Source: an optimization exercise on an open RTL-to-GDS flow (aim: small area). Production flows keep margins and buffers that such runs may drop. Where RTL was checked, it was by simulation tests only, not by an equivalence proof against the original. Power is estimated from default activity; no workload was simulated.

## TR
==> flow/design.v <==
module spi_unit #(
    parameter integer CLKFREQ = 80000000
) (
    input  wire        clk,
    input  wire        rst,          
    input  wire        mb_we,
    input  wire [31:0] mb_wdata,
    output wire [31:0] mb_rdata,
    output wire        sclk,
    output reg         mosi,
    input  wire        miso,
    output wire        mem_we,
    output wire [14:0] mem_addr,
    output wire [7:0]  mem_wdata
);
    localparam [31:0] IDLE  = 32'hFFFF_FFFF;
    localparam [31:0] OPREQ = 32'hFFFF_FFFE;
    localparam [31:0] BUSY  = 32'hFFFF_FFFD;
    localparam [26:0] ACC0 = 27'd67108864 - (CLKFREQ / 2);
    reg [31:0] mbn;          
    wire [31:0] mb = ~mbn;
    reg        cpol;
    reg        cpha;
    reg        bitorder;     
    reg [30:0] freq;
    reg        s_wop;        
    reg        s_shift;      
    reg        s_store;      
    reg        s_done;       
    reg [1:0]  kd;           
    reg [4:0]  pos;          
    reg [4:0]  rem;          
    reg        phase;        
    reg [26:0] z;            
    wire busy  = s_shift | s_store | s_done;
    wire s_cmd = ~(s_wop | busy);
    assign mb_rdata  = busy ? BUSY : mb;
    assign sclk      = cpol ^ phase;
    assign mem_we    = s_store;
    assign mem_addr  = mb[14:0];
    assign mem_wdata = mb[31:24];
    wire       is_cmd = mb[31] & (mb[7:0] <= 8'd8);
    wire       is_rsv = mb[31] & (mb[7:0] >  8'd8);
    wire [3:0] fn     = mb[3:0];
    wire [4:0] nm1    = mb[12:8] - 5'd1;
    wire        tick = z[26];
    wire        zt   = z[26];
    wire [25:0] zx   = z[25:0];
    wire [25:0] y;
    wire [26:0] yc;
    genvar gi;
    assign yc[9]   = 1'b0;
    assign y[8:0]  = zx[8:0];
    generate
        for (gi = 9; gi < 26; gi = gi + 1) begin : g_cor
            wire kb = zt & ACC0[gi];
            assign y[gi]      = zx[gi] ^ kb ^ yc[gi];
            assign yc[gi + 1] = (zx[gi] & kb) | (zx[gi] & yc[gi]) | (kb & yc[gi]);
        end
    endgenerate
    wire [26:0] z_nxt;
    wire [26:0] sc;
    assign sc[0] = 1'b0;
    generate
        for (gi = 0; gi < 26; gi = gi + 1) begin : g_add
            wire fb = (gi < 25) ? freq[gi] : 1'b0;
            assign z_nxt[gi]  = y[gi] ^ fb ^ sc[gi];
            assign sc[gi + 1] = (y[gi] & fb) | (y[gi] & sc[gi]) | (fb & sc[gi]);
        end
    endgenerate
    assign z_nxt[26] = sc[26];
    wire lead    = tick & ~phase;
    wire trail   = tick & phase;
    wire reads   = kd[0] | kd[1];
    wire samp    = reads & (cpha ? trail : lead);
    wire last    = (rem == 5'd0);
    wire [4:0] pos_adv = bitorder ? (pos - 5'd1) : (pos + 5'd1);
    wire [3:0] pd_lo = {pos[1:0] == 2'd3, pos[1:0] == 2'd2, pos[1:0] == 2'd1, pos[1:0] == 2'd0};
    wire [7:0] pd_hi = {pos[4:2] == 3'd7, pos[4:2] == 3'd6, pos[4:2] == 3'd5, pos[4:2] == 3'd4,
                        pos[4:2] == 3'd3, pos[4:2] == 3'd2, pos[4:2] == 3'd1, pos[4:2] == 3'd0} & {8{samp}};
    wire [31:0] wr;
    genvar wi;
    generate
        for (wi = 0; wi < 32; wi = wi + 1) begin : g_wr
            assign wr[wi] = pd_hi[wi / 4] & pd_lo[wi % 4];
        end
    endgenerate
    wire [8:0] cnt     = mb[23:15];
    wire       cnt_z   = (cnt[7:0] == 8'd0);
    wire [8:0] cnt_nxt = {cnt[7:0], cnt[8] ^ cnt[4] ^ cnt_z};
    wire       cnt_end = cnt[8] & cnt_z;
    wire [14:0] addr_inc;
    wire [15:0] ac;
    assign ac[0] = 1'b1;
    generate
        for (gi = 0; gi < 15; gi = gi + 1) begin : g_inc
            assign addr_inc[gi] = mb[gi] ^ ac[gi];
            assign ac[gi + 1]   = mb[gi] & ac[gi];
        end
    endgenerate
    always @(posedge clk) begin
        if (rst) begin
            mbn <= ~IDLE;
        end else if (mb_we) begin
            mbn <= ~mb_wdata;     
        end else if (s_cmd) begin
            if (is_cmd) begin
                case (fn)
                    4'd1, 4'd3: mbn <= ~32'd0;
                    4'd5, 4'd6: mbn <= ~IDLE;
                    4'd8:       mbn <= ~{1'b0, freq};
                    default:    mbn <= ~OPREQ;
                endcase
            end else if (is_rsv) begin
                mbn <= ~IDLE;
            end
        end else if (s_wop) begin
            if (~mb[31]) begin
                if (kd == 2'b11)
                    mbn <= ~IDLE;
                else if (kd == 2'b10)
                    mbn[23:15] <= ~9'd0;
            end
        end else if (s_shift) begin
            mbn <= (mbn & ~wr) | ({32{~miso}} & wr);
        end else if (s_store) begin
            mbn[14:0]  <= ~addr_inc;
            mbn[23:15] <= ~cnt_nxt;
        end else begin
            if (~kd[0])
                mbn <= ~IDLE;
        end
    end
    wire start = (s_cmd & is_cmd & (fn[3:1] == 3'b000 || fn == 4'd3)) | (s_wop & ~mb[31]);
    always @(posedge clk) begin
        if ((s_cmd | s_wop) & ~start)
            z <= {1'b1, 26'd0};
        else if (!s_store)
            z <= z_nxt;
    end
    always @(posedge clk) begin
        if (rst) begin
            cpol     <= 1'b0;
            cpha     <= 1'b0;
            bitorder <= 1'b0;
            freq     <= 31'd0;
            phase    <= 1'b0;
            mosi     <= 1'b0;
            s_wop    <= 1'b0;
            s_shift  <= 1'b0;
            s_store  <= 1'b0;
            s_done   <= 1'b0;
        end else if (s_cmd) begin
            kd  <= {mb[2], mb[0]};
            rem <= mb[2] ? 5'd7 : nm1;
            pos <= bitorder ? (mb[2] ? 5'd31 : nm1) : {mb[2], mb[2], 3'b000};
            if (is_cmd) begin
                case (fn)
                    4'd1, 4'd3: begin
                        if (mb[12:8] == 5'd0)
                            s_done <= 1'b1;
                        else
                            s_shift <= 1'b1;
                    end
                    4'd5: begin
                        cpha <= mb[8];
                        cpol <= mb[9];
                    end
                    4'd6: bitorder <= mb[10];
                    4'd8: ;
                    default: s_wop <= 1'b1;
                endcase
            end
        end else if (s_wop) begin
            if (~mb[31]) begin
                s_wop <= 1'b0;
                if (kd == 2'b11) begin
                    freq <= mb[30:0];
                end else if (kd == 2'b10) begin
                    s_shift <= 1'b1;
                end else if (rem == 5'd31) begin
                    s_done <= 1'b1;       
                end else begin
                    s_shift <= 1'b1;
                    if (!cpha) begin
                        mosi <= mb[pos];
                        pos  <= pos_adv;
                    end
                end
            end
        end else if (s_shift) begin
            if (tick) begin
                phase <= ~phase;
                if (!phase) begin
                    if (!reads && cpha)
                        mosi <= mb[pos];
                end else begin
                    pos <= pos_adv;
                    rem <= rem - 5'd1;
                    if (!reads && !cpha && !last)
                        mosi <= mb[pos];
                    if (last) begin
                        s_shift <= 1'b0;
                        if (kd[1])
                            s_store <= 1'b1;
                        else
                            s_done <= 1'b1;
                    end
                end
            end
        end else if (s_store) begin
            s_store <= 1'b0;
            if (cnt_end) begin
                s_done <= 1'b1;
            end else begin
                s_shift <= 1'b1;
                pos     <= bitorder ? 5'd31 : 5'd24;
                rem     <= 5'd7;
            end
        end else begin
            s_done <= 1'b0;
        end
    end
endmodule
export LEC_CHECK = 0
export CAP_MARGIN = 20
export CORE_MARGIN = 2
export CORE_UTILIZATION = 40
export SLEW_MARGIN = 20
create_clock -name core_clock -period 10.0 [get_ports {clk}]
standard.sh (not shown) runs the stock make flow with config.mk's settings and CLKGATE_MAP_FILE= SYNTH_SCRIPT=/design/flow/synth_recipe.tcl, a recipe that flattens the netlist after the stock synthesis.
==> flow/flow/run.sh <==
#!/bin/bash
# Standard ORFS layout, with the port buffers made from the smallest buffer cell
# and a clock tree of clkbuf_8 without dummy loads.
set -euo pipefail
bash standard.sh \
  BUFFER_PORTS_ARGS="-buffer_cell sky130_fd_sc_hd__buf_1" \
  CTS_ARGS="-sink_clustering_enable -repair_clock_nets -buf_list sky130_fd_sc_hd__clkbuf_8 -dont_use_dummy_load" \
  finish > standard_flow.log 2>&1
TR closes out successfully: all stages finished, all timing, DRC and antenna checks passed.
Input-level comparison between PW and TR:
--- a/flow/design.v
+++ b/flow/design.v
@@ -73,20 +73,10 @@
     wire trail   = tick & phase;
     wire reads   = kd[0] | kd[1];
     wire samp    = reads & (cpha ? trail : lead);
     wire last    = (rem == 5'd0);
     wire [4:0] pos_adv = bitorder ? (pos - 5'd1) : (pos + 5'd1);
-    wire [3:0] pd_lo = {pos[1:0] == 2'd3, pos[1:0] == 2'd2, pos[1:0] == 2'd1, pos[1:0] == 2'd0};
-    wire [7:0] pd_hi = {pos[4:2] == 3'd7, pos[4:2] == 3'd6, pos[4:2] == 3'd5, pos[4:2] == 3'd4,
-                        pos[4:2] == 3'd3, pos[4:2] == 3'd2, pos[4:2] == 3'd1, pos[4:2] == 3'd0} & {8{samp}};
-    wire [31:0] wr;
-    genvar wi;
-    generate
-        for (wi = 0; wi < 32; wi = wi + 1) begin : g_wr
-            assign wr[wi] = pd_hi[wi / 4] & pd_lo[wi % 4];
-        end
-    endgenerate
     wire [8:0] cnt     = mb[23:15];
     wire       cnt_z   = (cnt[7:0] == 8'd0);
     wire [8:0] cnt_nxt = {cnt[7:0], cnt[8] ^ cnt[4] ^ cnt_z};
     wire       cnt_end = cnt[8] & cnt_z;
     wire [14:0] addr_inc;
@@ -120,11 +110,12 @@
                     mbn <= ~IDLE;
                 else if (kd == 2'b10)
                     mbn[23:15] <= ~9'd0;
             end
         end else if (s_shift) begin
-            mbn <= (mbn & ~wr) | ({32{~miso}} & wr);
+            if (samp)
+                mbn[pos] <= ~miso;
         end else if (s_store) begin
             mbn[14:0]  <= ~addr_inc;
             mbn[23:15] <= ~cnt_nxt;
         end else begin
             if (~kd[0])
==> results.txt <==
Final net count on PW is up relative to TR. Comparing TR and PW, number of buffers other than clock buffers in the final layout is higher on PW. Compared with TR, PW ends up with a larger final cell area. Cell count, TR and PW, lower one = TR. Comparing TR with PW, the quantity of hold-fixing buffers added after cts came out essentially unchanged. Comparing TR and PW, the lower post-route total power was measured on TR. Going from TR to PW, total number of multi-input combinational cells rose about 0.4%, register fraction of the total cell area fell by 1.0 points.
For PW, only the layout was checked, not whether the RTL still works.

-- static timing again, ports no longer ideal --
No port has a modelled driver above. Below, the same layouts with a new extraction and two added sets of constraints. Step 1: set_driving_cell puts a clkbuf_16 on clk and a buf_2 on each other input, an assumption about the parent block. Step 2 also shifts input and output timing later by t, the mid clock arrival at the registers, as if the neighbouring blocks saw the same clock. a / b / c = ideal ports / drivers / drivers and shift; a / b = the first two.
run	shift t [ns]	setup slack, ns	slew at the worst register clock pin (ns)	pins driven straight from the clock port
TR	0.434	0.529 / 0.529 / 0.529	0.12 / 0.12	1
PW	0.435	0.556 / 0.556 / 0.556	0.12 / 0.12	1
After both steps setup and hold are still met in every run listed.
